This design comes from an exercise in tuning for small area on the open sky130 flow, not from production work.
At most, simulation tests tie the RTL to the original design; equivalence was not proved.
For runs 3 to 5, only the layout was checked, not whether the RTL still works.
Power figures rest on the tool's default switching activity, not on a simulated workload.

===== config.mk =====
export PLATFORM = sky130hd
export DESIGN_NAME = gasm_core
export DESIGN_NICKNAME = gasm_core
export VERILOG_FILES = /design/flow/design.v
export SDC_FILE = /design/flow/constraint.sdc
export NUM_CORES = 4
export LEC_CHECK = 0
export ABC_AREA = 1
export CAP_MARGIN = 20
export CORE_MARGIN = 2
export CORE_UTILIZATION = 30
export CTS_BUF_LIST = sky130_fd_sc_hd__clkbuf_4
export GPL_ROUTABILITY_DRIVEN = 1
export PLACE_DENSITY = 0.45
export SLEW_MARGIN = 20

===== constraint.sdc =====
create_clock -name core_clock -period 20.0 [get_ports {clk}]
set_input_delay 4.0000 -clock core_clock [delete_from_list [all_inputs] [get_ports {clk}]]
set_output_delay 4.0000 -clock core_clock [all_outputs]
set_load 0.01 [all_outputs]

===== design.v =====
module gasm_core #(
    parameter [31:0] OUT_ADDR        = 32'h0000_FF00,
    parameter [31:0] KBD_DATA_ADDR   = 32'h0000_FF04,
    parameter [31:0] KBD_STATUS_ADDR = 32'h0000_FF08,
    parameter [31:0] STACK_LO        = 32'h0000_E000,
    parameter [31:0] STACK_HI        = 32'h0000_F000
) (
    input  wire        clk,
    input  wire        rst,
    input  wire [31:0] entry,
    output reg         mem_valid,
    output reg         mem_we,
    output reg  [3:0]  mem_wstrb,
    output reg  [31:0] mem_addr,
    output reg  [31:0] mem_wdata,
    input  wire [31:0] mem_rdata,
    input  wire        mem_ready,
    output wire        boundary,
    input  wire        timer_tick,
    input  wire        kbd_valid,
    input  wire [7:0]  kbd_char,
    output reg         kbd_ack,
    output reg         out_valid,
    output reg  [7:0]  out_byte,
    output reg         halted,
    output reg         faulted,
    output reg  [2:0]  fault_reason,
    output reg  [31:0] fault_value
);
    localparam [4:0] S_INIT  = 5'd0,    
                     S_FETCH = 5'd1,    
                     S_DEC   = 5'd2,    
                     S_EX    = 5'd3,    
                     S_MR    = 5'd4,    
                     S_MW    = 5'd5,    
                     S_PCF   = 5'd6,    
                     S_POLLR = 5'd7,
                     S_POLLW = 5'd8,
                     S_BND   = 5'd9,
                     S_K1    = 5'd10,
                     S_K2    = 5'd11,
                     S_K3    = 5'd12,
                     S_E1    = 5'd13,   
                     S_EW1   = 5'd14,
                     S_E2    = 5'd15,   
                     S_EW2   = 5'd16,
                     S_FP    = 5'd17,   
                     S_STOP  = 5'd18;
    localparam [2:0] FK_OP = 3'd0, FK_CSRA = 3'd1, FK_CSRB = 3'd2, FK_DIV = 3'd3,
                     FK_ENT = 3'd4, FK_RA = 3'd5, FK_RB = 3'd6;
    localparam [3:0] W_ADD = 4'd0, W_LOG = 4'd1, W_CSRB = 4'd2, W_CSROR = 4'd3,
                     W_RB = 4'd4, W_RC = 4'd5, W_MDR = 4'd6, W_MUL = 4'd7,
                     W_DIV = 4'd8, W_SHL = 4'd9, W_HND = 4'd10, W_CAUSE = 4'd11,
                     W_FV = 4'd12;
    localparam [2:0] M_W = 3'd0, M_PC = 3'd1, M_SP = 3'd2, M_RB = 3'd3,
                     M_MDR = 3'd4, M_ZERO = 3'd5, M_SELF = 3'd6;
    localparam [2:0] D_RC = 3'd0, D_RB = 3'd1, D_PSW = 3'd2, D_PCI = 3'd3,
                     D_NEG = 3'd4, D_MAR = 3'd5, D_SIGN = 3'd6;
    reg [4:0]  state;
    reg [2:0]  step;
    reg [4:0]  ph;
    reg        busy;
    reg [511:0] gpr;           
    reg [31:0]  psw, hnd, cau;
    reg [31:0]  ir, mar, mdr, t;
    reg         m32;
    reg        pcw;            
    reg        bnd_ent;        
    reg [2:0]  ecause;
    reg [2:0]  fpk;
    reg        cond;
    reg        tr_s, i_s;      
    reg        push_ok, entry_ok;
    reg        ge4_r, ge8_r, le4_r;
    reg        lt_r, gt_r;     
    reg        zr;
    reg        f1, f2, f3;
    reg        sb, sc, ovf;
    reg        seen_m, seen_t;
    reg        cf;
    reg        c1, c2, c3, c4;
    wire ph0  = (ph == 5'd0);
    wire ph31 = (ph == 5'd31);
    wire [7:0] op = ir[31:24];
    wire [3:0] fa = ir[23:20];
    wire [3:0] fb = ir[19:16];
    wire [3:0] fc = ir[15:12];
    wire o_halt  = (op == 8'h00);
    wire o_int   = (op == 8'h10);
    wire o_call  = (op == 8'h20);
    wire o_callm = (op == 8'h21);
    wire o_jmp   = (op == 8'h30);
    wire o_bcc   = (op == 8'h31) || (op == 8'h32) || (op == 8'h33);
    wire o_jmpm  = (op == 8'h38);
    wire o_bccm  = (op == 8'h39) || (op == 8'h3A) || (op == 8'h3B);
    wire o_xchg  = (op == 8'h40);
    wire o_add   = (op == 8'h50);
    wire o_sub   = (op == 8'h51);
    wire o_mul   = (op == 8'h52);
    wire o_div   = (op == 8'h53);
    wire o_log   = (op[7:2] == 6'b011000);         
    wire o_shl   = (op == 8'h70);
    wire o_shr   = (op == 8'h71);
    wire o_st    = (op == 8'h80);
    wire o_stpsh = (op == 8'h81);
    wire o_stind = (op == 8'h82);
    wire o_csrrd = (op == 8'h90);
    wire o_ldimm = (op == 8'h91);
    wire o_ld    = (op == 8'h92);
    wire o_ldpop = (op == 8'h93);
    wire o_csrwr = (op == 8'h94);
    wire o_csror = (op == 8'h95);
    wire o_csrld = (op == 8'h96);
    wire o_csrpop= (op == 8'h97);
    wire known = o_halt | o_int | o_call | o_callm | o_jmp | o_bcc | o_jmpm | o_bccm |
                 o_xchg | o_add | o_sub | o_mul | o_div | o_log | o_shl | o_shr |
                 o_st | o_stpsh | o_stind | o_csrrd | o_ldimm | o_ld | o_ldpop |
                 o_csrwr | o_csror | o_csrld | o_csrpop;
    wire fa_bad = (fa > 4'd2);
    wire fb_bad = (fb > 4'd2);
    wire [15:0] gout;
    genvar g;
    generate
        for (g = 0; g < 16; g = g + 1) begin : go
            assign gout[g] = gpr[32*g];
        end
    endgenerate
    wire s_ra = gout[fa];
    wire s_rb = gout[fb];
    wire s_rc = gout[fc];
    wire s_sp = gout[14];
    wire s_pc = gout[15];
    wire s_d  = (ph < 5'd12) ? ir[ph[3:0]] : ir[11];
    wire s_csrb = fb[1] ? cau[0] : (fb[0] ? hnd[0] : psw[0]);
    reg [3:0] ws;
    reg       xa;              
    reg [1:0] ysel;            
    reg       sub;
    reg       used;
    reg       gwe;
    reg [3:0] wsel;
    reg       cwe;
    reg [1:0] csel;
    reg       x14sp;
    reg       k8;
    reg       pcfin;
    reg       mar_sh;
    reg [2:0] msrc;
    reg       mdr_sh;
    reg [2:0] dsrc;
    reg       t_sh;
    reg       tneg;
    reg       flags_we;
    reg       setI;
    reg       init;
    reg       mul_it, div_it;
    wire a_x  = xa ? s_ra : s_rb;
    wire a_y  = ((ysel == 2'd1) ? s_rb : (ysel == 2'd2) ? s_rc : 1'b0) ^ sub;
    wire a_ci = ph0 ? sub : c1;
    wire a_s1 = a_x ^ a_y ^ a_ci;
    wire a_c1 = (a_x & a_y) | (a_x & a_ci) | (a_y & a_ci);
    wire a_z  = used & s_d;
    wire a_c2i = ph0 ? 1'b0 : c2;
    wire a_s2 = a_s1 ^ a_z ^ a_c2i;
    wire a_c2 = (a_s1 & a_z) | (a_s1 & a_c2i) | (a_z & a_c2i);
    wire k4   = (state == S_E2) ? !bnd_ent : 1'b1;
    wire p_k  = k4 && (ph == 5'd2);
    wire p_ci = ph0 ? 1'b0 : c4;
    wire s_pci = s_pc ^ p_k ^ p_ci;
    wire p_co = (s_pc & p_k) | (s_pc & p_ci) | (p_k & p_ci);
    wire d_k  = k8 ? (ph >= 5'd3) : (ph >= 5'd2);
    wire d_ci = ph0 ? 1'b0 : c3;
    wire s_spd = s_sp ^ d_k ^ d_ci;
    wire d_co = (s_sp & d_k) | (s_sp & d_ci) | (d_k & d_ci);
    reg s_log;
    always @(*) begin
        case (op[1:0])
            2'd0: s_log = ~s_rb;
            2'd1: s_log = s_rb & s_rc;
            2'd2: s_log = s_rb | s_rc;
            default: s_log = s_rb ^ s_rc;
        endcase
    end
    wire [4:0] shn = t[4:0];
    wire ph_lt_n = (ph < shn);
    wire s_q    = mdr[0];
    wire s_divr = s_q ^ ((sb ^ sc) & (ph0 ? 1'b0 : seen_m));
    wire shl_zero = f1 | ph_lt_n;
    wire s_shl = shl_zero ? 1'b0 : mdr[0];
    reg s_fv;
    always @(*) begin
        case (fpk)
            FK_OP:   s_fv = (ph < 5'd8) ? ir[5'd24 + ph] : 1'b0;
            FK_CSRA: s_fv = (ph < 5'd4) ? ir[5'd20 + ph] : 1'b0;
            FK_CSRB: s_fv = (ph < 5'd4) ? ir[5'd16 + ph] : 1'b0;
            FK_ENT:  s_fv = s_spd;
            FK_RA:   s_fv = s_ra;
            FK_RB:   s_fv = s_rb;
            default: s_fv = 1'b0;
        endcase
    end
    reg wbus;
    always @(*) begin
        case (ws)
            W_ADD:   wbus = a_s2;
            W_LOG:   wbus = s_log;
            W_CSRB:  wbus = s_csrb;
            W_CSROR: wbus = s_csrb | s_d;
            W_RB:    wbus = s_rb;
            W_RC:    wbus = s_rc;
            W_MDR:   wbus = mdr[0];
            W_MUL:   wbus = mdr[1];
            W_DIV:   wbus = s_divr;
            W_SHL:   wbus = s_shl;
            W_HND:   wbus = hnd[0];
            W_CAUSE: wbus = ecause[ph[1:0]] & (ph < 5'd3);
            W_FV:    wbus = s_fv;
            default: wbus = 1'b0;
        endcase
    end
    wire wr15 = gwe && (wsel == 4'd15);
    wire pc_inc = pcfin && !pcw && !wr15;
    reg [15:0] head;
    integer k;
    always @(*) begin
        for (k = 0; k < 16; k = k + 1)
            head[k] = init ? 1'b0 : ((gwe && wsel == k) ? wbus : gout[k]);
        if (!init && !(gwe && wsel == 4'd14) && x14sp)
            head[14] = s_spd;
        if (init)
            head[15] = mar[0];
        else if (!wr15 && pc_inc)
            head[15] = s_pci;
    end
    wire h_psw = init ? (ph == 5'd13) :
                 (cwe && csel == 2'd0) ? wbus : (psw[0] | (setI && ph == 5'd15));
    wire h_hnd = init ? 1'b0 : (cwe && csel == 2'd1) ? wbus : hnd[0];
    wire h_cau = init ? 1'b0 : (cwe && csel == 2'd2) ? wbus : cau[0];
    wire zr_n  = (ph0 ? 1'b1 : zr) & ~wbus;
    wire f1_in = ph0 ? 1'b1 : f1;
    wire f2_in = ph0 ? 1'b1 : f2;
    wire f3_in = ph0 ? 1'b1 : f3;
    reg fl_c, fl_o;
    always @(*) begin
        fl_c = 1'b0;
        fl_o = 1'b0;
        if (o_add) begin
            fl_c = a_c1;
            fl_o = (s_rb == s_rc) && (wbus != s_rb);
        end else if (o_sub) begin
            fl_c = !a_c1;
            fl_o = (s_rb != s_rc) && (wbus != s_rb);
        end else if (o_mul) begin
            fl_c = !((f1_in & ~mar[0] & ~m32) | (f2_in & mar[0] & m32));
            fl_o = fl_c;
        end else if (o_div) begin
            fl_o = ovf;
        end else if (o_shl) begin
            if (f1)
                fl_c = !f2 && (shn == 5'd0) && mdr[0];
            else if (shn != 5'd0)
                fl_c = mdr[1];
        end else if (o_shr) begin
            fl_c = cf;
        end
    end
    wire [3:0] flags = {wbus, fl_c, fl_o, zr_n};    
    reg cond_n;
    always @(*) begin
        case (op[1:0])
            2'd1:    cond_n = zr_n;
            2'd2:    cond_n = !zr_n;
            2'd3:    cond_n = !zr_n && (wbus == ((s_rb != s_rc) && (wbus != s_rb)));
            default: cond_n = 1'b1;
        endcase
    end
    wire ck_lo = STACK_LO[ph];
    wire ck_hi = STACK_HI[ph];
    wire lt_n = (~wbus & ck_lo) | (~(wbus ^ ck_lo) & (ph0 ? 1'b0 : lt_r));
    wire gt_n = (wbus & ~ck_hi) | (~(wbus ^ ck_hi) & (ph0 ? 1'b0 : gt_r));
    wire chk_bad = lt_n | gt_n;
    wire [31:0] K_E004 = STACK_LO + 32'd4;
    wire [31:0] K_E008 = STACK_LO + 32'd8;
    wire [31:0] K_F004 = STACK_HI + 32'd4;
    wire mv = head[14];
    wire ge4_n = (mv & ~K_E004[ph]) | (~(mv ^ K_E004[ph]) & (ph0 ? 1'b1 : ge4_r));
    wire ge8_n = (mv & ~K_E008[ph]) | (~(mv ^ K_E008[ph]) & (ph0 ? 1'b1 : ge8_r));
    wire le4_n = (~mv & K_F004[ph]) | (~(mv ^ K_F004[ph]) & (ph0 ? 1'b1 : le4_r));
    wire [31:0] pa_a   = div_it ? {mar[30:0], mdr[31]} : {m32, mar[31:1]};
    wire        pa_en  = div_it | mdr[0];
    wire        pa_inv = div_it ? ~mar[31] : (ph31 & mdr[0]);
    wire [31:0] pa_b   = ({32{pa_en}} & t) ^ {32{pa_inv}};
    wire [32:0] pa_sum = {1'b0, pa_a} + {1'b0, pa_b} + {32'd0, pa_inv};
    wire        pa_s32 = pa_a[31] ^ pa_b[31] ^ pa_sum[32];
    wire is_pass = (state == S_INIT) || (state == S_EX) || (state == S_PCF) ||
                   (state == S_E1) || (state == S_E2) || (state == S_FP);
    wire act = is_pass && (ph0 || busy);
    wire pass_end = act && ph31;
    always @(*) begin
        ws = W_ADD; xa = 1'b0; ysel = 2'd0; sub = 1'b0; used = 1'b0;
        gwe = 1'b0; wsel = fa; cwe = 1'b0; csel = fa[1:0];
        x14sp = 1'b0; k8 = 1'b0; pcfin = 1'b0;
        mar_sh = 1'b0; msrc = M_W;
        mdr_sh = 1'b0; dsrc = D_RC;
        t_sh = 1'b0; tneg = 1'b0;
        flags_we = 1'b0; setI = 1'b0; init = 1'b0;
        mul_it = 1'b0; div_it = 1'b0;
        if (act) begin
            case (state)
                S_INIT: begin
                    init = 1'b1;
                    mar_sh = 1'b1; msrc = M_SELF;
                end
                S_PCF: begin
                    pcfin = 1'b1;
                end
                S_E1: begin
                    ws = W_CAUSE; cwe = 1'b1; csel = 2'd2;
                    mar_sh = 1'b1; msrc = M_SP;
                    mdr_sh = 1'b1; dsrc = D_PSW;
                    setI = 1'b1;
                end
                S_E2: begin
                    ws = W_HND; gwe = 1'b1; wsel = 4'd15;
                    k8 = 1'b1; x14sp = 1'b1;
                    mar_sh = 1'b1; msrc = M_SP;
                    mdr_sh = 1'b1; dsrc = D_PCI;
                end
                S_FP: begin
                    ws = W_FV; k8 = step[0];
                    mar_sh = 1'b1; msrc = M_W;
                end
                S_EX: begin
                    if (o_add || o_sub || o_log) begin
                        ws = o_log ? W_LOG : W_ADD; ysel = 2'd2; sub = o_sub;
                        gwe = 1'b1; flags_we = 1'b1; pcfin = 1'b1;
                    end else if (o_mul) begin
                        case (step)
                            3'd0: begin
                                t_sh = 1'b1;                        
                                mdr_sh = 1'b1; dsrc = D_RC;
                                mar_sh = 1'b1; msrc = M_ZERO;
                            end
                            3'd1: begin
                                mul_it = 1'b1;
                                mdr_sh = 1'b1; dsrc = D_MAR;
                            end
                            default: begin
                                ws = W_MUL; gwe = 1'b1; flags_we = 1'b1; pcfin = 1'b1;
                                mdr_sh = 1'b1; dsrc = D_MAR;
                            end
                        endcase
                    end else if (o_div) begin
                        case (step)
                            3'd0: begin
                                t_sh = 1'b1;
                                mdr_sh = 1'b1; dsrc = D_RB;
                            end
                            3'd1: begin
                                t_sh = 1'b1; tneg = 1'b1;
                                mdr_sh = 1'b1; dsrc = D_NEG;
                                mar_sh = 1'b1; msrc = M_ZERO;
                            end
                            3'd2: begin
                                div_it = 1'b1;
                            end
                            default: begin
                                ws = W_DIV; gwe = 1'b1; flags_we = 1'b1; pcfin = 1'b1;
                                mdr_sh = 1'b1;
                            end
                        endcase
                    end else if (o_shl || o_shr) begin
                        if (step == 3'd0) begin
                            t_sh = 1'b1;
                            mdr_sh = 1'b1; dsrc = D_RB;
                        end else if (o_shl) begin
                            ws = W_SHL; gwe = 1'b1; flags_we = 1'b1; pcfin = 1'b1;
                            mdr_sh = !shl_zero;
                        end else if (step == 3'd1) begin
                            mdr_sh = f1 | ph_lt_n; dsrc = D_SIGN;
                        end else begin
                            ws = W_MDR; gwe = 1'b1; flags_we = 1'b1; pcfin = 1'b1;
                            mdr_sh = 1'b1; dsrc = D_SIGN;
                        end
                    end else if (o_csrrd) begin
                        ws = W_CSRB; gwe = 1'b1; pcfin = 1'b1;
                    end else if (o_ldimm) begin
                        ws = W_ADD; used = 1'b1; gwe = 1'b1; pcfin = 1'b1;
                    end else if (o_ld || o_csrld) begin
                        if (step == 3'd0) begin
                            ws = W_ADD; ysel = 2'd2; used = 1'b1;
                            mar_sh = 1'b1; msrc = M_W;
                        end else begin
                            ws = W_MDR; mdr_sh = 1'b1;
                            gwe = o_ld; cwe = o_csrld; pcfin = 1'b1;
                        end
                    end else if (o_ldpop || o_csrpop) begin
                        if (step == 3'd0) begin
                            ws = W_ADD; used = 1'b1; gwe = 1'b1; wsel = fb;
                            mar_sh = 1'b1; msrc = M_RB;
                        end else begin
                            ws = W_MDR; mdr_sh = 1'b1;
                            gwe = o_ldpop; cwe = o_csrpop; pcfin = 1'b1;
                        end
                    end else if (o_csrwr) begin
                        ws = W_RB; cwe = 1'b1; pcfin = 1'b1;
                    end else if (o_csror) begin
                        ws = W_CSROR; cwe = 1'b1; pcfin = 1'b1;
                    end else if (o_st || o_stind) begin
                        if (step == 3'd0) begin
                            ws = W_ADD; xa = 1'b1; ysel = 2'd1; used = 1'b1;
                            mar_sh = 1'b1; msrc = M_W;
                            mdr_sh = o_st; dsrc = D_RC;
                        end else begin
                            mar_sh = 1'b1; msrc = M_MDR;
                            mdr_sh = 1'b1; dsrc = D_RC;
                        end
                    end else if (o_stpsh) begin
                        ws = W_ADD; xa = 1'b1; used = 1'b1; gwe = 1'b1;
                        mar_sh = 1'b1; msrc = M_W;
                        mdr_sh = 1'b1; dsrc = D_RC;
                    end else if (o_call) begin
                        ws = W_ADD; xa = 1'b1; used = 1'b1; gwe = 1'b1; wsel = 4'd15;
                        mdr_sh = 1'b1; dsrc = D_PCI;
                        mar_sh = 1'b1; msrc = M_SP; x14sp = 1'b1;
                    end else if (o_callm) begin
                        if (step == 3'd0) begin
                            ws = W_ADD; xa = 1'b1; used = 1'b1;
                            mar_sh = 1'b1; msrc = M_W;
                        end else begin
                            ws = W_MDR; gwe = 1'b1; wsel = 4'd15;
                            mdr_sh = 1'b1; dsrc = D_PCI;
                            mar_sh = 1'b1; msrc = M_SP; x14sp = 1'b1;
                        end
                    end else if (o_jmp || o_bcc) begin
                        if (step == 3'd0) begin
                            ws = W_ADD; ysel = 2'd2; sub = 1'b1;      
                        end else begin
                            ws = W_ADD; xa = 1'b1; used = 1'b1;
                            gwe = cond; wsel = 4'd15; pcfin = 1'b1;
                        end
                    end else if (o_jmpm || o_bccm) begin
                        if (step == 3'd0) begin
                            ws = W_ADD; ysel = 2'd2; sub = 1'b1;
                        end else if (step == 3'd1) begin
                            ws = W_ADD; xa = 1'b1; used = 1'b1;
                            mar_sh = 1'b1; msrc = M_W;
                        end else begin
                            ws = W_MDR; mdr_sh = 1'b1;
                            gwe = 1'b1; wsel = 4'd15; pcfin = 1'b1;
                        end
                    end else if (o_xchg) begin
                        if (step == 3'd0) begin
                            ws = W_RC; gwe = 1'b1; wsel = fb;
                            mdr_sh = 1'b1; dsrc = D_RB;
                        end else begin
                            ws = W_MDR; mdr_sh = 1'b1;
                            gwe = 1'b1; wsel = fc; pcfin = 1'b1;
                        end
                    end
                end
                default: ;
            endcase
        end
        if (pcfin) begin
            mar_sh = 1'b1; msrc = M_PC;
        end
    end
    reg marin, mdrin;
    always @(*) begin
        case (msrc)
            M_W:    marin = wbus;
            M_PC:   marin = head[15];
            M_SP:   marin = s_spd;
            M_RB:   marin = s_rb;
            M_MDR:  marin = mdr[0];
            M_SELF: marin = mar[0];
            default: marin = 1'b0;
        endcase
        case (dsrc)
            D_RC:   mdrin = s_rc;
            D_RB:   mdrin = s_rb;
            D_PSW:  mdrin = psw[0];
            D_PCI:  mdrin = s_pci;
            D_NEG:  mdrin = mdr[0] ^ (sb & (ph0 ? 1'b0 : seen_m));
            D_MAR:  mdrin = mar[0];
            default: mdrin = mdr[31];
        endcase
    end
    wire tin = tneg ? (t[0] ^ (sc & (ph0 ? 1'b0 : seen_t))) :
               ((o_mul) ? s_rb : s_rc);
    wire const_addr = (state == S_POLLR) || (state == S_POLLW) ||
                      (state == S_K1) || (state == S_K2) || (state == S_K3);
    always @(*) begin
        mem_valid = 1'b0;
        mem_we    = 1'b0;
        mem_wstrb = 4'b0000;
        case (state)
            S_FETCH, S_POLLR, S_K2: mem_valid = 1'b1;
            S_MR: mem_valid = 1'b1;
            S_MW, S_EW1, S_EW2, S_K1, S_K3: begin
                mem_valid = 1'b1; mem_we = 1'b1; mem_wstrb = 4'b1111;
            end
            S_POLLW: begin
                mem_valid = 1'b1; mem_we = 1'b1; mem_wstrb = 4'b0001;
            end
            default: ;
        endcase
        if (const_addr)
            mem_addr = (state == S_K1) ? KBD_DATA_ADDR :
                       (state == S_POLLR || state == S_POLLW) ? OUT_ADDR : KBD_STATUS_ADDR;
        else
            mem_addr = mar;
        mem_wdata = mdr;
        if (state == S_POLLW)
            mem_wdata[7:0] = 8'd0;
        if (state == S_K3)
            mem_wdata[0] = 1'b1;
    end
    wire xfer = mem_valid && mem_ready;
    always @(*) begin
        out_valid = (state == S_POLLR) && mem_ready && (mem_rdata[7:0] != 8'd0);
        out_byte  = mem_rdata[7:0];
    end
    assign boundary = (state == S_BND);
    wire t_take = timer_tick && tr_s && !i_s;
    wire k_del  = kbd_valid && !i_s && !t_take;
    always @(*) begin
        kbd_ack = (state == S_BND) && kbd_valid && (i_s || entry_ok);
        fault_value = mar;
    end
    integer j;
    always @(posedge clk) begin
        for (j = 0; j < 16; j = j + 1)
            gpr[32*j +: 32] <= {head[j], gpr[32*j+1 +: 31]};
        psw <= {h_psw, psw[31:1]};
        if (flags_we && ph31)
            psw[3:0] <= flags;
        hnd <= {h_hnd, hnd[31:1]};
        cau <= {h_cau, cau[31:1]};
        if (ph == 5'd13) tr_s <= h_psw;
        if (ph == 5'd15) i_s  <= h_psw;
        c1 <= a_c1;
        c2 <= a_c2;
        c3 <= d_co;
        c4 <= p_co;
        zr <= zr_n;
        lt_r <= lt_n;
        gt_r <= gt_n;
        ge4_r <= ge4_n;
        ge8_r <= ge8_n;
        le4_r <= le4_n;
        if (ph0) begin
            push_ok  <= ge4_r & le4_r;
            entry_ok <= ge8_r & le4_r;
        end
        if (mul_it)
            m32 <= pa_s32;
        else if (state == S_DEC)
            m32 <= 1'b0;
        if (state == S_FETCH && xfer)
            ir <= {mem_rdata[7:0], mem_rdata[15:8], mem_rdata[23:16], mem_rdata[31:24]};
        if ((state == S_MR || state == S_K2) && xfer)
            mdr <= mem_rdata;
        else if (state == S_BND)
            mdr <= {24'd0, kbd_char};
        else if (div_it)
            mdr <= {mdr[30:0], ~pa_sum[31]};
        else if (mdr_sh)
            mdr <= {mdrin, mdr[31:1]};
        if (t_sh)
            t <= {tin, t[31:1]};
        if (act && state == S_EX) begin
            if (o_div && step == 3'd0) begin
                f1 <= f1_in & (s_rb == ph31);           
                f2 <= f2_in & s_rc;                     
                f3 <= f3_in & ~s_rc;                    
                if (ph31) begin
                    ovf <= f1_in & (s_rb == ph31) & f2_in & s_rc;
                    sb  <= s_rb;
                    sc  <= s_rc;
                end
            end
            if (o_div && step == 3'd1) begin
                seen_m <= (ph0 ? 1'b0 : seen_m) | mdr[0];
                seen_t <= (ph0 ? 1'b0 : seen_t) | t[0];
            end
            if (o_div && step == 3'd3)
                seen_m <= (ph0 ? 1'b0 : seen_m) | mdr[0];
            if (o_mul && step == 3'd2) begin
                f1 <= f1_in & ~mar[0];
                f2 <= f2_in & mar[0];
            end
            if ((o_shl || o_shr) && step == 3'd0) begin
                f1 <= (ph0 ? 1'b0 : f1) | (s_rc & (ph >= 5'd5));
                f2 <= (ph0 ? 1'b0 : f2) | (s_rc & (ph >= 5'd6));
            end
            if (o_shr && step == 3'd1) begin
                if (f1 | ph_lt_n)
                    cf <= mdr[0];
                else if (ph0)
                    cf <= 1'b0;
            end
        end
        if (state == S_DEC)
            cond <= 1'b1;
        else if (act && state == S_EX && (o_bcc || o_bccm) && step == 3'd0 && ph31)
            cond <= cond_n;
    end
    always @(posedge clk) begin
        if (rst) begin
            ph       <= 5'd0;
            busy     <= 1'b0;
            state    <= S_INIT;
            step     <= 3'd0;
            mar      <= entry;
            halted   <= 1'b0;
            faulted  <= 1'b0;
            fault_reason <= 3'd0;
            pcw      <= 1'b0;
            bnd_ent  <= 1'b0;
        end else begin
            ph   <= ph + 5'd1;
            busy <= act && !ph31;
            if (wr15) pcw <= 1'b1;
            if (mul_it || div_it)
                mar <= pa_sum[31:0];
            else if (mar_sh)
                mar <= {marin, mar[31:1]};
            case (state)
                S_INIT:
                    if (pass_end) state <= S_FETCH;
                S_FETCH:
                    if (xfer) begin
                        state <= S_DEC;
                    end
                S_DEC: begin
                    pcw     <= 1'b0;
                    bnd_ent <= 1'b0;
                    step    <= 3'd0;
                    if (!known) begin
                        fpk <= FK_OP; state <= S_FP;
                    end else if (((o_csrwr || o_csrld || o_csrpop || o_csror) && fa_bad)) begin
                        fpk <= FK_CSRA; state <= S_FP;
                    end else if ((o_csrrd || o_csror) && fb_bad) begin
                        fpk <= FK_CSRB; state <= S_FP;
                    end else if (o_halt) begin
                        halted <= 1'b1; state <= S_STOP;
                    end else if (o_int) begin
                        if (!entry_ok) begin
                            fpk <= FK_ENT; state <= S_FP;
                        end else begin
                            ecause <= 3'd4; state <= S_E1;
                        end
                    end else if ((o_call || o_callm) && !push_ok) begin
                        fpk <= FK_ENT; state <= S_FP;
                    end else if (o_xchg && fb == fc) begin
                        state <= S_PCF;
                    end else begin
                        state <= S_EX;
                        if (o_jmp || o_jmpm) step <= 3'd1;
                    end
                end
                S_EX:
                    if (pass_end) begin
                        step <= step + 3'd1;
                        if (o_add || o_sub || o_log || o_csrrd || o_ldimm || o_csrwr || o_csror)
                            state <= S_POLLR;
                        else if (o_mul)
                            state <= (step == 3'd2) ? S_POLLR : S_EX;
                        else if (o_div) begin
                            if (step == 3'd0 && f3_in & ~s_rc) begin
                                fpk <= FK_DIV; state <= S_FP; step <= 3'd0;
                            end else
                                state <= (step == 3'd3) ? S_POLLR : S_EX;
                        end else if (o_shl)
                            state <= (step == 3'd1) ? S_POLLR : S_EX;
                        else if (o_shr)
                            state <= (step == 3'd2) ? S_POLLR : S_EX;
                        else if (o_ld || o_csrld)
                            state <= (step == 3'd0) ? S_MR : S_POLLR;
                        else if (o_ldpop || o_csrpop) begin
                            if (step == 3'd0 && fb == 4'd14 && chk_bad) begin
                                fpk <= FK_RB; state <= S_FP; step <= 3'd0;
                            end else
                                state <= (step == 3'd0) ? S_MR : S_POLLR;
                        end else if (o_st)
                            state <= S_MW;
                        else if (o_stind)
                            state <= (step == 3'd0) ? S_MR : S_MW;
                        else if (o_stpsh) begin
                            if (fa == 4'd14 && chk_bad) begin
                                fpk <= FK_RA; state <= S_FP; step <= 3'd0;
                            end else
                                state <= S_MW;
                        end else if (o_call)
                            state <= S_MW;
                        else if (o_callm)
                            state <= (step == 3'd0) ? S_MR : S_MW;
                        else if (o_jmp || o_bcc)
                            state <= (step == 3'd0) ? S_EX : S_POLLR;
                        else if (o_jmpm || o_bccm) begin
                            if (step == 3'd0 && !cond_n)
                                state <= S_PCF;
                            else
                                state <= (step == 3'd1) ? S_MR : (step == 3'd0) ? S_EX : S_POLLR;
                        end else if (o_xchg)
                            state <= (step == 3'd0) ? S_EX : S_POLLR;
                    end
                S_MR:
                    if (xfer) begin
                        step  <= step + 3'd1;
                        state <= S_EX;
                    end
                S_MW:
                    if (xfer) begin
                        step  <= step + 3'd1;
                        state <= S_PCF;
                    end
                S_PCF:
                    if (pass_end) state <= bnd_ent ? S_FETCH : S_POLLR;
                S_POLLR:
                    if (xfer) state <= (mem_rdata[7:0] != 8'd0) ? S_POLLW : S_BND;
                S_POLLW:
                    if (xfer) state <= S_BND;
                S_BND: begin
                    if ((t_take || k_del) && !entry_ok) begin
                        fpk <= FK_ENT; step <= 3'd0; state <= S_FP;
                    end else if (t_take) begin
                        bnd_ent <= 1'b1; ecause <= 3'd2; state <= S_E1;
                    end else if (k_del) begin
                        bnd_ent <= 1'b1; ecause <= 3'd3; state <= S_K1;
                    end else
                        state <= S_FETCH;
                end
                S_K1: if (xfer) state <= S_K2;
                S_K2: if (xfer) state <= S_K3;
                S_K3: if (xfer) state <= S_E1;
                S_E1:  if (pass_end) state <= S_EW1;
                S_EW1: if (xfer) state <= S_E2;
                S_E2:  if (pass_end) state <= S_EW2;
                S_EW2: if (xfer) state <= S_PCF;
                S_FP:
                    if (pass_end) begin
                        if (fpk == FK_ENT && step == 3'd0 && !chk_bad)
                            step <= 3'd1;
                        else begin
                            faulted <= 1'b1;
                            state   <= S_STOP;
                            case (fpk)
                                FK_OP:   fault_reason <= 3'd5;
                                FK_CSRA, FK_CSRB: fault_reason <= 3'd6;
                                FK_DIV:  fault_reason <= 3'd2;
                                default: fault_reason <= lt_n ? 3'd3 : 3'd4;
                            endcase
                        end
                    end
                default: ;    
            endcase
        end
    end
endmodule

===== run.sh =====
#!/bin/bash
# synth_recipe.tcl (not shown) runs the flow's synth.tcl, then flattens the netlist and writes it again
# the make line also repeats each setting of config.mk as NAME=value (left out here)
make -C /OpenROAD-flow-scripts/flow DESIGN_CONFIG=/design/flow/config.mk WORK_HOME=/design/flow/orfs CLKGATE_MAP_FILE= SYNTH_SCRIPT=/design/flow/synth_recipe.tcl finish

==> results of run 1 <==
[metrics by stage]
step | utilization (%) | instance area [um2] | setup WS [ps]
global placement | 33.74 | 30510 | 10080
CTS | 36.38 | 32890 | 10080
floorplan | - | 27460 | 11620
global route | 36.48 | 32980 | 9669
detailed placement | 33.75 | 30520 | 10080
finish | 36.48 | 32990 | 10100
[sequential cells by signal, indices dropped and copies added, names as in the netlist, 32 cells and up]
name	count
gpr	512
cau	32
hnd	32
ir	32
mar	32
mdr	32
psw	32
t	32
[placed cells by master, fill, tap and decap left out, types with 10 or more instances in the layout]
| master | count |
|---|---|
| o221ai_1 | 18 |
| nand4_1 | 23 |
| edfxtp_1 | 148 |
| a21oi_1 | 191 |
| dfxtp_1 | 643 |
| nor2_2 | 11 |
| o21ai_0 | 176 |
| nor2_1 | 305 |
| o22ai_1 | 13 |
| buf_4 | 19 |
| clkbuf_4 | 273 |
| clkdlybuf4s50_1 | 193 |
| o211ai_1 | 31 |
| clkinv_2 | 10 |
| clkinv_1 | 37 |
| o21ai_1 | 21 |
| xor2_1 | 20 |
| inv_1 | 305 |
| nor3_1 | 38 |
| nand3_1 | 97 |
| o2111ai_1 | 10 |
| nand2_1 | 391 |
| inv_2 | 26 |
| a31oi_1 | 15 |
| ha_1 | 62 |
| xnor2_1 | 34 |
[cell type report]
cell class,instances,area (um2)
clock inverters,58,326.6
clock buffers,273,2049
repair buffers,216,2155
flip-flops and latches,791,17320
diodes,7,17.52
well taps,1176,1471
inverters,333,1250
multi-input cells,1567,8399
fillers,9192,57440
[worst max path at each step]
stage	to	cells after the start
2_1_floorplan	kbd_ack	2
4_1_cts	out_valid	6
3_5_place_dp	out_valid	6
5_1_grt	mem_wstrb[3]	38
3_3_place_gp	out_valid	6
6_report	out_valid	6
[synth_stat cells, drive strengths merged (43+ instances only)]
cell    count
buf        56
dfxtp     643
nor2      321
nand2     402
edfxtp    148
nand3      98
clkbuf     49
ha         62
o21ai     204
inv       331
a21oi     195
nor3       43
[power breakdown]
group,switching (W),internal [W],leakage (nW)
logic,0.000400,0.000232,5.80
registers,0.000182,0.00219,6.74
clock network,0.000633,0.000635,1.41
[cells by family (layout without fill, tap and decap cells)]
logic type	after synthesis	count (layout)	synth area share, %
AND/OR/NAND/NOR	906	906	13.94
flip-flops	791	791	63.07
AO/OA/AOI/OAI	539	539	11.48
buffers and inverters	438	880	6.553
adder cells (fa/ha/maj)	67	67	3.190
XOR/XNOR	54	54	1.723
multiplexers	1	1	0.04101
other	0	7	0
[layer usage]
layer	wire length [um]	track usage (%)	vias to the layer above
met5	27	0	-
met4	2803	7.547	4
met3	4927	4.466	162
met2	42030	31.08	654
met1	39160	23.75	9978
li1	-	-	9990
==> notes.md, run 1 <==
outcome=no timing/DRC/antenna violations; largest fanout on the critical path=3; Nets=3250; die height=306.5 um; clock latency on the worst-skew pair=1070 ps; Final period util=49.48%; WHS Endpoint=gpr[338]; RSZ-0062 raised after global routing=false; clk slew on worst S/H paths=60 ps; Slowest-stage cell, CP=nor2_1; maximum vdd drop=74.97 uV; Worst setup SP type=input pin; placed insts=4080; synthesized area per cell=9.820 um2; syn nets=2940; Clock Skews=68.15 ps; cts hold-fix bufs=0; Die W=306.5 um; layout cells sized above 1=12.32%; clock root buffer=clkbuf_4; Overflow after GRT=0; initial antenna violation count=5; Reg2Reg Depth=38; post_cts resized=0; Num CTS Buffers=197; Distinct cells, synth=67; post-route insts no fill=4421; Port Buffers=194; synthesized area=0.02746 mm2; via count=20790; final slew viol count=0; CP max stage delay=570 ps; Synth Register Bits=791; Initial Util=30.37%; WL final=88950 um; EDFF count, synth=148; crit-path cells=clkdlybuf4s50_1 -> inv_1 -> nand4_1 -> nor2_1 -> nor2_1 -> clkdlybuf4s50_1; final count of hold timing violations=0; synth warn=1; first-pass GRT wire length=132100 um; WP data arrival=5900 ps; Max Freq=101.0 MHz; Synth top area share=46.88%; GP Congestion=0.8934; Hold Crit Start=gpr[339]; required time of the critical path=16000 ps; max cap viols=0; Via density=4.702; crit path kind=in -> out; largest net degree at the start of global routing=60; PwrDens=129.4 mW/mm2; Seq/Total Area, Yosys=63.07%; min Tclk post-route=9897 ps; Hold Crit Class=reg -> reg; Primary FF master, synth=dfxtp_1; Power, Total=0.004267 W; Clock Sinks=791; setup_tns=0 ps; DRT Pass-1 Iters=7; CP endpoint kind=output port; top cells by area, synth=dfxtp_1 47%, edfxtp_1 16%, nand2_1 5.3%; num rows=110; Slew @ Worst Pin=1112 ps; WP buf/inv=3; area grow syn2layout=20.13%; Reg-to-Reg Start=ph[1]; Post-CTS Repair Setup Buffers=0; GR Util All Layers=18.85%; core area=0.09042 mm2; final setup vio count=0; Slew HR=25.59%; clk buf depth=3; H-tree depth=4; worst hold path depth=0; CTS tree=yes; routed wire length per instance=20.12 um; reg2reg end=mem_wstrb[3]; number of global-route vias before repair=21210; post-synthesis async set-or-reset flop share=0%; First DRT Iteration DRCs=1355; r2r setup slk=10490 ps; crit path from=mem_rdata[7]; synthesized instance count=2796; Remaining DRCs=0; leakage=13.95 nW; Hold Slack=273.9 ps; dpl hpwl=66270 um; die area=0.09396 mm2; I/O pins=195; Post-DRT Antenna Nets=0; critical path's top delay family=buffers and inverters; largest area contributor in the netlist=dfxtp_1
==> run 2: changes to the inputs <==
--- a/config.mk
+++ b/config.mk
@@ -9,7 +9,6 @@
 export CAP_MARGIN = 20
 export CORE_MARGIN = 2
 export CORE_UTILIZATION = 30
-export CTS_BUF_LIST = sky130_fd_sc_hd__clkbuf_4
 export GPL_ROUTABILITY_DRIVEN = 1
 export PLACE_DENSITY = 0.45
 export SLEW_MARGIN = 20
==> run 2 against run 1 <==
- maximum frequency rose by 0.43%
- critical endpoint unchanged
- sequential power barely moved
- clock power rose by 24%
- global-route usage fell by 0.44 points
- synthesized cell count did not move
- sequential share of layout area fell by 0.77 points
- combinational power barely moved
- synthesized area did not move
- still clean
- largest cell class unchanged
- register-to-register slack got worse by 60 ps
- worst hold slack improved by 9.9 ps
==> notes.md, run 2 <==
outcome=no timing/DRC/antenna violations; Slowest-stage cell, CP=nor2_1; initial antenna violation count=2 (-3); Port Buffers=194 (unchanged); Final Cell Area=0.03348 mm2 (+1.5%); most frequent cells in the layout=643 x dfxtp_1, 391 x nand2_1, 305 x nor2_1, 305 x inv_1, 193 x clkdlybuf4s50_1; setup_tns=0 ps (unchanged); RSZ-0062 raised after global routing=false; synth cell count leaders=643 x dfxtp_1, 391 x nand2_1, 307 x nor2_1; Post-CTS Repair Setup Buffers=0 (unchanged); Max Freq=101.5 MHz (+0.43%); xor and xnor area share after synthesis=1.722% (unchanged); commonest non-fill, non-tap cell in the layout=dfxtp_1; Switching Share=26.73% (-1.7 points); Slew HR=25.33% (-0.27 points); Overflow after GRT=0 (unchanged); Via density=4.722 (+0.42%); Die W=306.5 um (unchanged); Seq/Total Area, Yosys=63.07% (unchanged); largest net degree at the start of global routing=60 (unchanged); clk slew on worst S/H paths=60 ps (about the same); die height=306.5 um (unchanged); routed wire length per instance=20.74 um (+3.1%); Initial Util=30.37% (unchanged); area grow syn2layout=21.93%; PwrDens=136.9 mW/mm2 (+5.8%); Clock Sinks=791 (unchanged); Hold Crit Class=reg -> reg; num rows=110 (unchanged); synth warn=1 (unchanged); Clock Skews=55.50 ps (-12.64 ps); crit-path cells=clkdlybuf4s50_1 -> inv_1 -> nand4_1 -> nor2_1 -> nor2_1 -> clkdlybuf4s50_1; final slew viol count=0 (unchanged); worst hold path depth=0 (unchanged); Power, Total=0.004582 W (+7.4%); Synth top area share=46.88% (unchanged); final setup vio count=0 (unchanged); Slew @ Worst Pin=1116 ps (+3.983 ps); post_cts resized=0 (unchanged); post-synthesis async set-or-reset flop share=0% (unchanged); largest fanout on the critical path=3 (unchanged); P_int=0.003357 W (+10%); Post-DP Area=0.03052 mm2 (unchanged); Primary FF master, synth=dfxtp_1; H-tree depth=3 (-1); Top reg by flops=gpr; DRT Pass-1 Iters=5 (-2); critical path's top delay family=buffers and inverters; min Tclk post-route=9854 ps (-42.50 ps); WP buf/inv=3 (unchanged); main combinational cell family by area after synthesis=simple AND/OR/NAND/NOR gates; WP data arrival=5850 ps (-50 ps); top cells by area, synth=dfxtp_1 47%, edfxtp_1 16%, nand2_1 5.3%; Distinct cells, synth=67 (unchanged); Clock Power Share=34.5% (+4.8 points); clk buf depth=3 (unchanged); core area=0.09042 mm2 (unchanged); dpl hpwl=66270 um (unchanged); CTS tree=yes; cts hold-fix bufs=0 (unchanged); CP max stage delay=540 ps (-30 ps); Comb power frac=13.8% (-1.0 points); max cap viols=0 (unchanged); mux cell area share after synthesis=0.04101% (unchanged); layout cells sized above 1=7.778% (-4.5 points); maximum vdd drop=85.26 uV (+14%); Net Switching=0.001225 W (+0.91%); clock root buffer=clkbuf_16; leakage=13.95 nW (about the same); CP Depth=6 (unchanged); die area=0.09396 mm2 (unchanged); EDFF count, synth=148 (unchanged); Nets=3134 (-3.6%); WL final=87880 um (-1.2%); simple-gate share of the synthesized area=13.94% (unchanged); Post-DRT Antenna Nets=0 (unchanged); largest area contributor in the netlist=dfxtp_1; clock latency on the worst-skew pair=660 ps (-410 ps); first-pass GRT wire length=129600 um (-1.9%); Reg2Reg Depth=38 (unchanged); via count=20010 (-3.8%); required time of the critical path=16000 ps (about the same); I/O pins=195 (unchanged); synthesized area=0.02746 mm2 (unchanged); post-synthesis adder-cell area fraction=3.190% (unchanged); multi-input logic area=0.008399 mm2 (unchanged); r2r setup slk=10430 ps (-60 ps); synthesized instance count=2796 (unchanged); fillers=9000 (-2.1%); count leader, synth=dfxtp_1; synthesized area per cell=9.820 um2 (unchanged); Reg area=0.01732 mm2 (unchanged); GR Util All Layers=18.40% (-0.44 points); number of global-route vias before repair=20140 (-5.1%); final count of hold timing violations=0 (unchanged); syn nets=2940 (unchanged); Final period util=49.27% (-0.21 points); First DRT Iteration DRCs=1287 (-5.0%); Synth Register Bits=791 (unchanged); compound-cell area share of the yosys netlist=11.48% (unchanged); crit path kind=in -> out; Worst setup SP type=input pin; Num CTS Buffers=82 (-58%); Remaining DRCs=0 (unchanged); power share of the sequential group=51.7% (-3.8 points); CP endpoint kind=output port; max FFs per register=512 (unchanged); GP Congestion=0.8934 (unchanged)
## run 2: cell counts after synthesis
Identical to the previous run, type by type.
## run 2: through the flow
step,setup slack (ps),hold slack [ps],utilization (%),cells
floorplan,11620,309.6,-,2796
global placement,10080,310.1,33.74,4080
detailed placement,10080,312.1,33.75,4080
CTS,10080,283.5,36.97,4234
global route,9719,293.8,37.02,4236
finish,10150,283.8,37.02,4237
## run 2: final cells by class
type / count / area share (%)
clock buffer: 120 / 7.407
sequential: 791 / 51.72
clock inverter: 34 / 1.289
multi-input combinational: 1567 / 25.09
timing repair buffer: 215 / 6.353
tap: 1176 / 4.395
inverter: 333 / 3.734
antenna: 1 / 0.007475
## run 2: power groups by stage
stage	Clock, W	Combinational, W	Sequential (W)
2_1_floorplan	0	0.000354	0.00232
3_3_place_gp	0	0.000631	0.00241
3_5_place_dp	0	0.000632	0.00240
5_1_grt	0.00170	0.000701	0.00243
4_1_cts	0.00163	0.000635	0.00239
6_report	0.00158	0.000632	0.00237
## run 2: layer usage
metal / up-vias / wire length, um / track usage, %
li1: 9645 / - / -
met1: 9632 / 39270 / 23.98
met2: 574 / 41670 / 31.03
met3: 151 / 4281 / 3.081
met4: 4 / 2627 / 5.974
met5: - / 27 / 0
## run 2: worst paths after layout
path                      from            to
setup / recovery  mem_rdata[5]     out_valid
hold / removal        gpr[503]      gpr[502]
setup reg to reg         ph[1]  mem_wstrb[3]
hold reg to reg       gpr[503]      gpr[502]
## run 2: kinds of logic after synthesis
family / count (synthesis)
AND/OR/NAND/NOR: 906
XOR/XNOR: 54
flip-flops: 791
adder cells (fa/ha/maj): 67
AO/OA/AOI/OAI: 539
multiplexers: 1
buffers and inverters: 438
## run 2: worst register-to-register path: cells and delay by family (launching register included)
kind                     cells  cell delay [ps]
AO/OA/AOI/OAI                6             1080
XOR/XNOR                     1              180
adder cells (fa/ha/maj)      4             1590
buffers and inverters       10             2590
flip-flops                   1              540
AND/OR/NAND/NOR             17             3490
==> run 3: changes to the inputs <==
--- a/design.v
+++ b/design.v
@@ -190,9 +190,6 @@
     reg s_fv;
     always @(*) begin
         case (fpk)
-            FK_OP:   s_fv = (ph < 5'd8) ? ir[5'd24 + ph] : 1'b0;
-            FK_CSRA: s_fv = (ph < 5'd4) ? ir[5'd20 + ph] : 1'b0;
-            FK_CSRB: s_fv = (ph < 5'd4) ? ir[5'd16 + ph] : 1'b0;
             FK_ENT:  s_fv = s_spd;
             FK_RA:   s_fv = s_ra;
             FK_RB:   s_fv = s_rb;
@@ -290,8 +287,17 @@
     wire        pa_en  = div_it | mdr[0];
     wire        pa_inv = div_it ? ~mar[31] : (ph31 & mdr[0]);
     wire [31:0] pa_b   = ({32{pa_en}} & t) ^ {32{pa_inv}};
-    wire [32:0] pa_sum = {1'b0, pa_a} + {1'b0, pa_b} + {32'd0, pa_inv};
-    wire        pa_s32 = pa_a[31] ^ pa_b[31] ^ pa_sum[32];
+    wire [32:0] pa_c;
+    wire [31:0] pa_s;
+    assign pa_c[0] = pa_inv;
+    generate
+        for (g = 0; g < 32; g = g + 1) begin : rca
+            assign pa_s[g]   = pa_a[g] ^ pa_b[g] ^ pa_c[g];
+            assign pa_c[g+1] = (pa_a[g] & pa_b[g]) | (pa_a[g] & pa_c[g]) | (pa_b[g] & pa_c[g]);
+        end
+    endgenerate
+    wire [32:0] pa_sum = {pa_c[32], pa_s};
+    wire        pa_s32 = pa_a[31] ^ pa_b[31] ^ pa_c[32];
     wire is_pass = (state == S_INIT) || (state == S_EX) || (state == S_PCF) ||
                    (state == S_E1) || (state == S_E2) || (state == S_FP);
     wire act = is_pass && (ph0 || busy);
@@ -528,6 +534,12 @@
     always @(*) begin
         kbd_ack = (state == S_BND) && kbd_valid && (i_s || entry_ok);
         fault_value = mar;
+        if (faulted && fpk == FK_OP)
+            fault_value[7:0] = mar[7:0] | op;
+        if (faulted && fpk == FK_CSRA)
+            fault_value[3:0] = mar[3:0] | fa;
+        if (faulted && fpk == FK_CSRB)
+            fault_value[3:0] = mar[3:0] | fb;
     end
     integer j;
     always @(posedge clk) begin
--- a/config.mk
+++ b/config.mk
@@ -9,6 +9,8 @@
 export CAP_MARGIN = 20
 export CORE_MARGIN = 2
 export CORE_UTILIZATION = 30
+export CTS_BUF_LIST = sky130_fd_sc_hd__clkbuf_8
+export CTS_CLUSTER_SIZE = 20
 export GPL_ROUTABILITY_DRIVEN = 1
 export PLACE_DENSITY = 0.45
 export SLEW_MARGIN = 20
==> run 3 against run 2 <==
- sequential share of layout area up 1.8 points
- still clean
- combinational power down 38%
- core utilization down 0.44 points
==> notes.md, run 3 <==
PwrDens=110.6 mW/mm2 (-19%); met2 usage=29.56% (-1.5 points); Reg2Reg Depth=44 (+16%); Top reg by flops=gpr; clk buf depth=3 (unchanged); Clock Sinks=791 (unchanged); Final period util=85.89% (+37 points); met1 Usage GRT=25.43% (+1.5 points); cts hold-fix bufs=0 (unchanged); Reg area=0.01732 mm2 (unchanged); largest area contributor in the netlist=dfxtp_1; maximum vdd drop=65.87 uV (-23%); syn nets=2702 (-8.1%); die area=0.09162 mm2 (-2.5%); Num CTS Buffers=132 (+61%); most frequent cells in the layout=643 x dfxtp_1, 382 x nand2_1, 257 x inv_1; synthesized instance count=2566 (-8.2%); Slew @ Worst Pin=1029 ps (-86.75 ps); fillers=8913 (-0.97%); synthesized area=0.02676 mm2 (-2.5%); max cap viols=0 (unchanged); via count=18700 (-6.6%); final count of hold timing violations=0 (unchanged); DRT Pass-1 Iters=7 (+2); number of global-route vias before repair=18870 (-6.3%); EDFF count, synth=148 (unchanged); commonest non-fill, non-tap cell in the layout=dfxtp_1; synthesized area per cell=10.43 um2 (+6.2%); RSZ-0062 raised after global routing=false; Reg-to-Reg Start=ph[0]; GRT Max-Usage Layer=met2; met3 usage=4.239% (+1.2 points); Hold Slack=299.6 ps (+15.84 ps); reg2reg end=mdr[0]; synth cell count leaders=643 x dfxtp_1, 383 x nand2_1, 231 x nor2_1; initial antenna violation count=6 (+4); Post-CTS Repair Setup Buffers=0 (unchanged); Crit path top cell by count=fa_1; first-pass GRT wire length=125700 um (-3.0%); crit path from=ph[0]; multi-input logic area=0.007739 mm2 (-7.9%); Seq/Total Area, Yosys=64.70% (+1.6 points); Port Buffers=194 (unchanged); I/O pins=195 (unchanged); GR Util All Layers=18.88% (+0.47 points); leakage=13.13 nW (-5.9%); CTS tree=yes; die height=302.7 um (-1.3%); final slew viol count=0 (unchanged); post-synthesis async set-or-reset flop share=0% (unchanged); num rows=109 (-0.91%); Remaining DRCs=0 (unchanged); H-tree depth=4 (+1); CP endpoint kind=flip-flop; min Tclk post-route=17180 ps (+7323 ps); outcome=no timing/DRC/antenna violations; Via density=4.622 (-2.1%); synth warn=1 (unchanged); WP data arrival=17680 ps (+11830 ps); count leader, synth=dfxtp_1; Synth top area share=48.10% (+1.2 points); CP max stage delay=820 ps (+280 ps); Distinct cells, synth=61 (-9.0%); setup_tns=0 ps (unchanged); crit path kind=reg -> reg; Hold Crit Class=reg -> reg; CP endpoint=mdr[0]; Post-DRT Antenna Nets=0 (unchanged); Max Freq=58.22 MHz (-43%); Primary FF master, synth=dfxtp_1; Slew HR=31.22% (+5.9 points); post_cts resized=0 (unchanged); Overflow after GRT=0 (unchanged); area grow syn2layout=20.81%; GP Congestion=0.9493 (+6.3%); WL final=86260 um (-1.8%); max FFs per register=512 (unchanged); clk slew on worst S/H paths=70 ps (about the same); r2r setup slk=2820 ps (-7610 ps); Nets=2922 (-6.8%); First DRT Iteration DRCs=1067 (-17%); Synth Register Bits=791 (unchanged); final setup vio count=0 (unchanged); core area=0.08837 mm2 (-2.3%); Slowest-stage cell, CP=nand2_1; Worst setup SP type=flip-flop; largest fanout on the critical path=67 (+64); largest net degree at the start of global routing=68 (+13%); routed wire length per instance=21.33 um (+2.8%); required time of the critical path=20510 ps (+4510 ps); clock latency on the worst-skew pair=810 ps (+150 ps); dpl hpwl=64560 um (-2.6%); Initial Util=30.28% (-0.082 points); clock root buffer=clkbuf_8; layout cells sized above 1=11.51% (+3.7 points); Die W=302.7 um (-1.3%); Clock Skews=48.42 ps (-7.083 ps); top cells by area, synth=dfxtp_1 48%, edfxtp_1 17%, nand2_1 5.4%
run 3: worst min path at each step:
stage                   from  endpoint  slack (ps)  cells past startpoint
floorplan             cau[1]    cau[0]         310                      0
global placement    gpr[272]  gpr[271]         310                      0
detailed placement   cau[15]   cau[14]         310                      0
CTS                 gpr[162]  gpr[161]         300                      0
global route        gpr[351]  gpr[350]         310                      0
finish              gpr[162]  gpr[161]         300                      0
run 3: stage by stage:
stage	power (W)	cells	setup slack (ps)	utilization, %	cell area [um2]
after floorplan	0.001961	2566	5061	-	26760
after global placement	0.002157	3817	3217	33.50	29610
after detailed placement	0.002156	3817	3006	33.50	29610
after CTS	0.003640	4042	2902	36.58	32320
after global routing	0.003751	4043	2006	36.58	32330
final	0.003575	4045	2822	36.59	32330
run 3: where the power goes:
group	switching, W	internal (W)	leakage (nW)	total (W)
Sequential	0.0000379	0.00169	6.57	0.00173
Combinational	0.000235	0.000156	5.07	0.000391
Clock	0.000661	0.000794	1.50	0.00145
run 3: layout make-up:
class	count	share of cell area, %
antenna	3	0.02322
clock buffer	155	6.598
clock inverter	70	1.807
inverter	268	3.138
multi-input combinational	1380	23.93
sequential	791	53.56
tap	1165	4.508
timing repair buffer	213	6.432
run 3: routing by layer:
layer,wire (um),share of wire (%),up-vias
li1,-,-,8862
met1,39810,46,9161
met2,39150,45,515
met3,4673,5.4,147
met4,2565,3.0,10
met5,62,0.072,-
run 3: kinds of logic (layout without fill, tap and decap cells):
family,count (synthesis),after routing,synth area share [%]
flip-flops,791,791,64.70
AO/OA/AOI/OAI,420,420,9.177
other,0,3,0
adder cells (fa/ha/maj),59,59,3.740
AND/OR/NAND/NOR,859,859,14.44
buffers and inverters,395,706,6.564
XOR/XNOR,42,42,1.374
run 3: worst max-delay path, delay by kind of cell, from the launching register on:
family | cells | cell delay [ps]
fa+ha+maj | 32 | 12750
buf+inv | 3 | 580
simple gates | 6 | 2330
flops | 1 | 590
compound gates | 3 | 550
==> run 4: changes to the inputs <==
==> flow/run.sh (new file) <==
#!/bin/bash
# Standard ORFS layout, with two changes to how it is built:
#  - ports are buffered with the smallest buffer (sky130_fd_sc_hd__buf_1)
#  - the clock tree uses clkbuf_8 leaf clusters of at most 20 sinks and no dummy loads
set -euo pipefail
export BUFFER_PORTS_ARGS="-buffer_cell sky130_fd_sc_hd__buf_1"
export CTS_ARGS="-sink_clustering_enable -repair_clock_nets -dont_use_dummy_load -buf_list sky130_fd_sc_hd__clkbuf_8 -sink_clustering_size 20"
bash standard.sh > standard_flow.log 2>&1
==> standard.sh (new file) <==
#!/bin/bash
# synth_recipe.tcl (not shown) runs the flow's synth.tcl, then flattens the netlist and writes it again
# the make line also repeats each setting of config.mk as NAME=value (left out here)
make -C /OpenROAD-flow-scripts/flow DESIGN_CONFIG=/design/flow/config.mk WORK_HOME=/design/flow/orfs CLKGATE_MAP_FILE= SYNTH_SCRIPT=/design/flow/synth_recipe.tcl "${@:-finish}"
--- a/config.mk
+++ b/config.mk
@@ -9,8 +9,6 @@
 export CAP_MARGIN = 20
 export CORE_MARGIN = 2
 export CORE_UTILIZATION = 30
-export CTS_BUF_LIST = sky130_fd_sc_hd__clkbuf_8
-export CTS_CLUSTER_SIZE = 20
 export GPL_ROUTABILITY_DRIVEN = 1
 export PLACE_DENSITY = 0.45
 export SLEW_MARGIN = 20
removed: run.sh
==> run 4 against run 3 <==
- core utilization shrank 2.4 points
- die area is the same
- maximum frequency grew 2.4%
- sequential share of layout area grew 3.8 points
- final cell count shrank 2.3%
- non-clock buffer count shrank 1
- via count shrank 0.48%
- first-iteration DRC count grew 35%
- critical path depth grew 1
- critical path type unchanged
- largest cell class unchanged
==> notes.md, run 4 <==
final slew viol count=0 (unchanged); syn nets=2702 (unchanged); CP endpoint kind=flip-flop; RSZ-0062 raised after global routing=false; Post-DRT Antenna Nets=0 (unchanged); clock latency on the worst-skew pair=770 ps (-40 ps); Post-CTS Repair Setup Buffers=0 (unchanged); most frequent cells in the layout=643 x dfxtp_1, 381 x nand2_1, 231 x nor2_1; crit path kind=reg -> reg; Num CTS Buffers=130 (-1.5%); outcome=no timing/DRC/antenna violations; GP Congestion=0.9462 (-0.33%); post-synthesis async set-or-reset flop share=0% (unchanged); Top reg by flops=gpr; Slew @ Worst Pin=1012 ps (-17.08 ps); dpl hpwl=63120 um (-2.2%); Synth top area share=48.10% (unchanged); Initial Util=30.28% (unchanged); H-tree depth=4 (unchanged); DR top layer=met5; synthesized area=0.02676 mm2 (unchanged); first-pass GRT wire length=123200 um (-2.0%); largest fanout on the critical path=67 (unchanged); Seq/Total Area, Yosys=64.70% (unchanged); Die W=302.7 um (unchanged); DRT Pass-1 Iters=7 (unchanged); largest net degree at the start of global routing=68 (unchanged); Final period util=83.88% (-2.0 points); post_cts resized=0 (unchanged); core area=0.08837 mm2 (unchanged); largest area contributor in the netlist=dfxtp_1; synthesized instance count=2566 (unchanged); Remaining DRCs=0 (unchanged); via count=18610 (-0.48%); leakage=12.06 nW (-8.2%); Metal-1 WL=38710 um (-2.8%); initial antenna violation count=12 (+6); GR Util All Layers=18.34% (-0.54 points); Max Freq=59.61 MHz (+2.4%); WL met3=4637 um (-0.77%); max FFs per register=512 (unchanged); I/O pins=195 (unchanged); clk buf depth=3 (unchanged); Slowest-stage cell, CP=dfxtp_1; WL final=84310 um (-2.3%); required time of the critical path=20460 ps (-50 ps); Overflow after GRT=0 (unchanged); Post-DP Area=0.02841 mm2 (-4.0%); CP max stage delay=580 ps (-240 ps); final count of hold timing violations=0 (unchanged); PnR worst setup slack=3225 ps (+402.5 ps); area grow syn2layout=12.90%; Setup WS pre-CTS=2983 ps (-22.69 ps); Port Buffers=194 (unchanged); Via density=4.710 (+1.9%); Hold Slack=268.2 ps (-31.44 ps); final setup vio count=0 (unchanged); Slew HR=31.81% (+0.59 points); clk slew on worst S/H paths=60 ps (about the same); Final Cell Area=0.03022 mm2 (-6.5%); Clock Skews=94.23 ps (+45.80 ps); Primary FF master, synth=dfxtp_1; number of global-route vias before repair=18760 (-0.56%); Nets=2919 (-0.10%); min Tclk post-route=16780 ps (-402.4 ps); First DRT Iteration DRCs=1442 (+35%); synth cell count leaders=643 x dfxtp_1, 383 x nand2_1, 231 x nor2_1; count leader, synth=dfxtp_1; Synth Register Bits=791 (unchanged); Clock Sinks=791 (unchanged); synthesized area per cell=10.43 um2 (unchanged); Distinct cells, synth=61 (unchanged); Crit path top cell by count=fa_1; die area=0.09162 mm2 (unchanged); synth warn=1 (unchanged); routed wire length per instance=21.34 um (about the same); WP data arrival=17240 ps (-440 ps); max cap viols=0 (unchanged); final core utilization=34.19% (-2.4 points); EDFF count, synth=148 (unchanged); die height=302.7 um (unchanged); CTS tree=yes; top cells by area, synth=dfxtp_1 48%, edfxtp_1 17%, nand2_1 5.4%; num rows=109 (unchanged); cts hold-fix bufs=0 (unchanged); commonest non-fill, non-tap cell in the layout=dfxtp_1; setup_tns=0 ps (unchanged); maximum vdd drop=60.50 uV (-8.2%); layout cells sized above 1=9.709% (-1.8 points); Worst setup SP type=flip-flop; Hold Crit Class=reg -> reg; met2 wire len=38670 um (-1.2%); PwrDens=105.1 mW/mm2 (-5.0%); clock root buffer=clkbuf_8
-- run 4: changes by cell type in the layout (fill, tap and decap cells not counted), moves of 5 or more --
cell,previous run,this run
inv_1,257,228
clkbuf_8,155,130
clkinv_8,5,0
clkinv_2,16,3
clkinv_1,10,5
clkdlybuf4s50_1,193,0
buf_1,0,193
bufinv_16,6,0
-- run 4: cell families (layout without fill, tap and decap cells) --
| group | after synthesis | after routing | synth area share, % |
|---|---|---|---|
| buffers and inverters | 395 | 610 | 6.564 |
| adder cells (fa/ha/maj) | 59 | 59 | 3.740 |
| flip-flops | 791 | 791 | 64.70 |
| AO/OA/AOI/OAI | 420 | 420 | 9.177 |
| XOR/XNOR | 42 | 42 | 1.374 |
| other | 0 | 4 | 0 |
| AND/OR/NAND/NOR | 859 | 859 | 14.44 |
-- run 4: area by class of cell --
type	instances	area, um2
fillers	9057	58160
flip-flops and latches	791	17320
multi-input cells	1380	7742
clock buffers	130	1789
inverters	268	1015
well taps	1165	1458
diodes	4	10.01
repair buffers	212	884.6
-- run 4: path summary, 6_finish.rpt --
check	cells after the start	from	slack [ps]	to
max reg2reg	45	ph[0]	3220	mdr[0]
min reg2reg	0	hnd[25]	270	hnd[24]
min	0	hnd[25]	270	hnd[24]
max	45	ph[0]	3220	mdr[0]
-- run 4: per-stage QoR --
stage | instances | power (W)
after floorplan | 2566 | 0.001961
after global placement | 3815 | 0.002089
after detailed placement | 3816 | 0.002090
after CTS | 3946 | 0.003231
after global routing | 3948 | 0.003332
final | 3950 | 0.003175
-- run 4: where the power goes --
group / total [W] / switching, W / leakage, nW / internal, W
Combinational: 0.000328 / 0.000237 / 4.56 / 0.0000918
Sequential: 0.00173 / 0.0000375 / 6.57 / 0.00169
Clock: 0.00112 / 0.000546 / 0.935 / 0.000571
-- run 4: per-layer routing --
metal,vias up,GRT usage [%]
met5,-,0
met1,9108,24.81
met4,12,6.427
met2,601,29.13
li1,8752,-
met3,133,3.759
-- run 4: critical path, delay by kind of cell (launching register included) --
kind / cells / cell delay [ps]
compound gates: 4 / 770
xor+xnor: 1 / 160
fa+ha+maj: 32 / 12750
buf+inv: 4 / 1030
flops: 1 / 580
simple gates: 4 / 1130
==> run 5: changes to the inputs <==
==> flow/run.sh (replaced) <==
#!/bin/bash
# Standard ORFS layout, with two changes to how it is built:
#  - ports are buffered with the smallest buffer (sky130_fd_sc_hd__buf_1)
#  - the clock tree uses clkbuf_8 leaf clusters of at most 20 sinks and no dummy loads
set -euo pipefail
export BUFFER_PORTS_ARGS="-buffer_cell sky130_fd_sc_hd__buf_1"
export CTS_ARGS="-sink_clustering_enable -repair_clock_nets -dont_use_dummy_load -buf_list sky130_fd_sc_hd__clkbuf_8 -sink_clustering_size 30"
bash standard.sh > standard_flow.log 2>&1
==> run 5 against run 4 <==
- still clean on timing, DRC and antenna
- register-to-register slack about the same
- flip-flop and latch count unchanged
- synthesized area did not move
- core utilization did not move
- via count unchanged
- die area is the same
- clock skew is the same
- critical path depth did not move
- clock power is essentially flat
- critical endpoint unchanged
- largest cell class unchanged
==> notes.md, run 5 <==
Post-DP Area=0.02841 mm2 (unchanged); setup_tns=0 ps (unchanged); Clock Sinks=791 (unchanged); I/O pins=195 (unchanged); EDFF count, synth=148 (unchanged); CP endpoint kind=flip-flop; first-pass GRT wire length=123200 um (unchanged); DRT Pass-1 Iters=7 (unchanged); synthesized instance count=2566 (unchanged); Max Freq=59.61 MHz (unchanged); Num CTS Buffers=130 (unchanged); area grow syn2layout=12.90% (unchanged); Slew HR=31.81% (unchanged); CTS tree=yes; Hold Slack=268.2 ps (unchanged); number of global-route vias before repair=18760 (unchanged); count leader, synth=dfxtp_1; Port Buffers=194 (unchanged); max FFs per register=512 (unchanged); Initial Util=30.28% (unchanged); final setup vio count=0 (unchanged); top cells by area, synth=dfxtp_1 48%, edfxtp_1 17%, nand2_1 5.4%; Final Cell Area=0.03022 mm2 (unchanged); Overflow after GRT=0 (unchanged); CP max stage delay=580 ps (about the same); power share of the sequential group=54.5% (about the same); Clock Skews=94.23 ps (unchanged); Top reg by flops=gpr; Hold Crit Class=reg -> reg; Synth top area share=48.10% (unchanged); GR Util All Layers=18.34% (unchanged); dpl hpwl=63120 um (unchanged); synthesized area per cell=10.43 um2 (unchanged); crit path kind=reg -> reg; most frequent cells in the layout=643 x dfxtp_1, 381 x nand2_1, 231 x nor2_1; synth cell count leaders=643 x dfxtp_1, 383 x nand2_1, 231 x nor2_1; Post-CTS Repair Setup Buffers=0 (unchanged); maximum vdd drop=60.50 uV (unchanged); largest net degree at the start of global routing=68 (unchanged); WP data arrival=17240 ps (about the same); via count=18610 (unchanged); max cap viols=0 (unchanged); GP Congestion=0.9462 (unchanged); synthesized area=0.02676 mm2 (unchanged); synth warn=1 (unchanged); clock root buffer=clkbuf_8; Worst setup SP type=flip-flop; RSZ-0062 raised after global routing=false; min Tclk post-route=16780 ps (unchanged); Net Switching=0.0008196 W (unchanged); Post-DRT Antenna Nets=0 (unchanged); core area=0.08837 mm2 (unchanged); post-synthesis async set-or-reset flop share=0% (unchanged); initial antenna violation count=12 (unchanged); die height=302.7 um (unchanged); commonest non-fill, non-tap cell in the layout=dfxtp_1; final slew viol count=0 (unchanged); num rows=109 (unchanged); Distinct cells, synth=61 (unchanged); Slowest-stage cell, CP=dfxtp_1; clock latency on the worst-skew pair=770 ps (about the same); Via density=4.710 (unchanged); final count of hold timing violations=0 (unchanged); Switching Share=25.82% (unchanged); outcome=no timing/DRC/antenna violations; Final period util=83.88% (unchanged); clk slew on worst S/H paths=60 ps (about the same); post_cts resized=0 (unchanged); PwrDens=105.1 mW/mm2 (unchanged); Slew @ Worst Pin=1012 ps (unchanged); layout cells sized above 1=9.709% (unchanged)
[run 5: final timing paths]
| check | startpoint | to | slack [ps] | depth (start not counted) |
|---|---|---|---|---|
| hold reg to reg | hnd[25] | hnd[24] | 270 | 0 |
| setup / recovery | ph[0] | mdr[0] | 3220 | 45 |
| hold / removal | hnd[25] | hnd[24] | 270 | 0 |
| setup reg to reg | ph[0] | mdr[0] | 3220 | 45 |
[run 5: area by class of cell]
cell class,count,area [um2]
inverter,268,1015
sequential,791,17320
multi-input combinational,1380,7742
tap,1165,1458
fill,9057,58160
antenna,4,10.01
clock buffer,130,1789
timing repair buffer,212,884.6
[run 5: power by group through the flow]
stage | Sequential [W] | Combinational [W] | Clock [W]
after detailed placement | 0.00176 | 0.000329 | 0
after floorplan | 0.00175 | 0.000216 | 0
after CTS | 0.00173 | 0.000330 | 0.00117
after global placement | 0.00176 | 0.000329 | 0
after global routing | 0.00173 | 0.000363 | 0.00123
final | 0.00173 | 0.000328 | 0.00112
[run 5: cells by family (layout without fill, tap and decap cells)]
kind of cell / after synthesis / after routing / synth area share (%)
adder cells (fa/ha/maj): 59 / 59 / 3.740
AND/OR/NAND/NOR: 859 / 859 / 14.44
flip-flops: 791 / 791 / 64.70
buffers and inverters: 395 / 610 / 6.564
other: 0 / 4 / 0
AO/OA/AOI/OAI: 420 / 420 / 9.177
XOR/XNOR: 42 / 42 / 1.374
[run 5: critical path: cells and delay by family, from the launching register on]
family | cells | cell delay [ps]
fa+ha+maj | 32 | 12750
simple gates | 4 | 1130
buf+inv | 4 | 1030
compound gates | 4 | 770
flops | 1 | 580
xor+xnor | 1 | 160
[run 5: metrics by stage]
stage               worst slack [ps]  total power, W
finish                          3225        0.003175
CTS                             2922        0.003231
global route                    2440        0.003332
floorplan                       5061        0.001961
global placement                3213        0.002089
detailed placement              2983        0.002090
[run 5: metal layers]
| metal | part of all wire [%] | GRT usage, % | wire length (um) | up-vias |
|---|---|---|---|---|
| met4 | 2.6 | 6.427 | 2231 | 12 |
| met3 | 5.5 | 3.759 | 4637 | 133 |
| met5 | 0.071 | 0 | 60 | - |
| met1 | 46 | 24.81 | 38710 | 9108 |
| met2 | 46 | 29.13 | 38670 | 601 |
| li1 | - | - | - | 8752 |

Check on run 5: ideal ports give 3.225 ns setup slack; a clkbuf_16 on the clock port and buf_2 on the inputs give 3.225 ns; moving port delays by the midpoint clock arrival (0.782 ns) as well gives 3.225 ns.
